This is an optimization exercise on Yosys and OpenROAD, whose aim is small area, a short achievable clock period and few clock cycles, not a production implementation. The RTL was checked by simulation tests, not by an equivalence proof against the original design. No activity file was given, so power comes from the tool's default toggle rates.

Design qr_frontend, start of the top module:
module qr_frontend (
    input  wire       clk,
    input  wire       rst,
    input  wire       start,
    input  wire [5:0] version,
    output wire       busy,
    output wire       grid_re,
    output wire [7:0] grid_row,
    output wire [7:0] grid_col,
    input  wire       grid_bit,
    output reg        fmt_valid,
    output reg  [1:0] fmt_level,
    output reg  [2:0] fmt_mask,
    output reg  [4:0] fmt_fidx,
    output reg  [4:0] fmt_fdist,
    output reg        cw_valid,
    output reg  [7:0] cw_data
);
Size: ~1,300 cells after synthesis, about 140 flip-flops, ~53 I/O pins.
export LEC_CHECK = 0
export CAP_MARGIN = 20
export CORE_MARGIN = 2
export CORE_UTILIZATION = 40
export PLACE_DENSITY = 0.6
export SLEW_MARGIN = 20
create_clock -name core_clock -period 11.0 [get_ports {clk}]
standard.sh (not shown) runs the stock make flow with config.mk's settings and CLKGATE_MAP_FILE= SYNTH_SCRIPT=/design/flow/synth_recipe.tcl, a recipe that flattens the netlist after the stock synthesis.
==> flow/flow/run.sh <==
#!/bin/bash
set -euo pipefail
export BUFFER_PORTS_ARGS="-buffer_cell sky130_fd_sc_hd__buf_2"
bash standard.sh > standard_flow.log 2>&1
Testbench counts at the start, summed over its fixed seeds: cycles 1,399,588.
Next try:
--- a/flow/design.v
+++ b/flow/design.v
@@ -142,34 +142,35 @@
   reg        rv1, rv2;    
   reg  [14:0] H;
   reg  [14:0] A;          
   reg  [3:0]  ndis;       
   reg  [3:0]  s12;        
   reg         s2v, s3v, s4v;
   reg  [4:0]  bidx;       
   reg  [3:0]  best;
-  wire [2:0]  q1   = cw_data[2:0];
-  wire [2:0]  q2   = cw_data[5:3];
+  reg  [6:0]  sh;         
+  wire [2:0]  q1   = sh[2:0];
+  wire [2:0]  q2   = sh[5:3];
   wire [2:0]  q3   = nbits;
   wire [14:0] fdelta;
   qr_fcw_rom u_fcw (.idx(fk), .fdelta(fdelta));
   wire [14:0] fx  = A & (H ^ 15'h5412);
   wire [2:0]  pc1 = fx[0] + fx[1] + fx[2] + fx[3] + fx[4];
   wire [2:0]  pc2 = fx[5] + fx[6] + fx[7] + fx[8] + fx[9];
   wire [2:0]  pc3 = fx[10] + fx[11] + fx[12] + fx[13] + fx[14];
   wire [4:0]  t3   = fk - 5'd2;                           
   wire        take = s3v && ((st_srch && fk == 5'd2) || (s12 < best));
   wire [2:0]  mask = bidx[2:0] ^ 3'b101;
   reg  [7:0] sr;          
   reg  [7:0] cR;          
   wire [2:0] pp = A[9:7];          
   wire [3:0] mh = A[3:0];          
   wire [2:0] c6 = A[6:4];          
-  reg  [2:0] gj;          
+  wire [2:0] gj = A[13:11];   
   wire [3:0] rb = H[3:0];          
   wire [4:0] m = H[8:4];           
   wire       ml1 = H[9];         
   wire       ml2 = H[10];         
   wire [1:0] r3 = H[12:11];          
   reg        up;          
   wire       lsel = A[10];        
   wire       TL = H[14];          
@@ -329,18 +330,19 @@
   always @(posedge clk) begin
     fmt_valid <= 1'b0;
     cw_valid  <= 1'b0;
     gbq <= grid_bit ^ mpq;
     mpq <= st_scan && re && mp;
     rv1 <= st_scan && re;
     rv2 <= rv1;
     sm1 <= sm1_w;
+    cw_data <= {sh, gbq};    
     if (rv2) begin
-      cw_data <= {cw_data[6:0], gbq};
+      sh      <= {sh[5:0], gbq};
       nbits   <= nbits + 3'd1;
       if (nbits == 3'd7)
         cw_valid <= 1'b1;
     end
     case (state)
       S_IDLE: begin
         ver  <= version;
         fk   <= 5'd0;
@@ -356,32 +358,31 @@
           state  <= S_FMT;
         end
       end
       S_FMT: begin
         fk <= fk + 5'd1;
         if (fk <= 5'd5)
           vm3 <= vm3n;
         if (fk <= 5'd13) begin
-          g <= 8'd8;
+          g  <= 8'd8;
+          cR <= {ver4, 2'b00};                                
           if (fk == 5'd5) begin
             ro <= 8'd7;  sr <= 8'd7;
           end else if (fk == 5'd7) begin
             ro <= {ver2, 2'b10};  sr <= {ver2, 2'b10};        
           end else begin
             ro <= srn;  sr <= srn;
           end
-        end else if (fk == 5'd14) begin
-          ro <= 8'd8;
-          g  <= {ver4, 2'b00};                                
-          cR <= {ver4, 2'b00};
-          sr <= {ver4, 2'b00};                                
         end else begin
           ro <= 8'd8;
-          if (fk == 5'd22) begin
+          sr <= {ver4, 2'b00};                                
+          if (fk == 5'd14) begin
+            g <= cR;  cR <= cR;                               
+          end else if (fk == 5'd22) begin
             g <= 8'd7;  cR <= 8'd7;
           end else if (fk == 5'd23) begin
             g <= 8'd5;  cR <= 8'd5;
           end else begin
             g <= cRm1;  cR <= cRm1;
           end
         end
         re <= (fk <= 5'd28);
@@ -424,28 +425,28 @@
         TN   <= 2'b11;                                      
         if (fk == 5'd31)
           state <= S_PRE;
       end
       S_SCAN: begin
         ro <= sr;
         if (go_left) begin
           g    <= cRm1;
-          gj   <= gj1;
+          A[13:11]   <= gj1;
           A[10] <= 1'b1;
           re   <= 1'b1;
         end else if (go_turn) begin
           up   <= !up;
           cR   <= cRn;
           A[9:7]   <= (pp == 3'd6) ? 3'd6 : ppn;
           A[3:0]   <= (mh == 4'd0) ? sm1 : mh - 4'd1;
           A[6:4]   <= c8 ? ((c6 >= 3'd3) ? c6 - 3'd3 : c6 + 3'd3)
                      : ((c6 >= 3'd2) ? c6 - 3'd2 : c6 + 3'd4);
           g    <= TN[1] ? cRn : cRnm1;
-          gj   <= TN[1] ? gjn : gjn1;
+          A[13:11]   <= TN[1] ? gjn : gjn1;
           A[10] <= !TN[1];
           re   <= TN[1] || TN[0];
           H[14]   <= TN[0];
           NX   <= {!nd_tr, !nd_tl};
           H[13]    <= 1'b0;
         end else begin
           ro <= srn;
           sr <= srn;
@@ -461,17 +462,17 @@
                    (sr == {ver, 2'b11}) ? 4'd12 : 4'd13;   
             H[8:4]   <= ml1 ? 5'd0 : m + 5'd1;
             H[9] <= ml2;
             H[10] <= (m == {sm2, 1'b1});
             H[12:11]  <= (r3 == 2'd2) ? 2'd0 : r3 + 2'd1;
             H[13]   <= (rb == 4'd1);
           end
           g    <= NX[1] ? cR : cRm1;
-          gj   <= NX[1] ? gj0 : gj1;
+          A[13:11]   <= NX[1] ? gj0 : gj1;
           A[10] <= !NX[1];
           re   <= NX[1] || NX[0];
           H[14]   <= NX[0];
           NX   <= {!nd_2r, !nd_2l};
           TN   <= {!nd_1r, !nd_1l};
         end
         if (scan_end) begin
           re    <= 1'b0;
@@ -502,18 +503,18 @@
         busy_r <= 1'b0;
       end
     endcase
     s2v <= st_srch;
     s3v <= s2v;
     s4v <= s3v && (t3 == 5'd31);
     s12 <= {1'b0, q1} + {1'b0, q2} + {1'b0, q3};
     if (st_srch) begin
-      cw_data[2:0] <= pc1;
-      cw_data[5:3] <= pc2;
+      sh[2:0] <= pc1;
+      sh[5:3] <= pc2;
       nbits        <= pc3;
     end
     if (take) begin
       best <= s12;
       bidx <= t3;
     end
     fmt_fidx  <= bidx;
     fmt_level <= bidx[4:3] ^ 2'b10;
What happened:
- clock skew came out lower by 0.0084 ns
- via count shrinks by 0.58%
- total power went up by 3.5%
- count of clock-buffer cells in the layout is unchanged
- routed wire length came out lower by 2.9%
- worst hold slack loses 0.0066 ns
- synthesized cell count rose by 0.76%
- utilization barely changes
- maximum frequency decreases by 8.4%
- cell count increases by 1.1%
- global-route usage is lower by 0.94 points
- register-to-register slack degrades by 0.31 ns
- worst setup slack degrades by 0.31 ns
- area after synthesis is about the same
Testbench counts after the change, summed over its fixed seeds: cycles 1,399,588.

-- what the ideal ports hide --
The flow's constraints put no driver on any port. The routed layouts listed below were extracted and timed again, unchanged, in two steps. Step 1, drivers: a clkbuf_16 drives clk and a buf_2 each remaining input, both assumed. Step 2 times the ports against the registers' clock, not the clock port: input delays grow and output delays shrink by t, the midpoint of the rising clock arrivals with the driver on. a / b / c = no drivers / after step 1 / after step 2; a / b = the first two.
run	shift t [ns]	slack for setup (ns)	worst setup path at the end	worst slew at a driven data input, ns	cell pins on the clock port's net
the first run	0.489	7.640 / 7.629 / 7.520	input to register	0.04	1
the second run	0.486	7.330 / 7.330 / 7.330	register to register	0.03	1
After both steps every run listed still meets setup and hold. The setup slack of the first run, which loses most, moves by -0.011 ns with the drivers and by -0.120 ns with both steps.
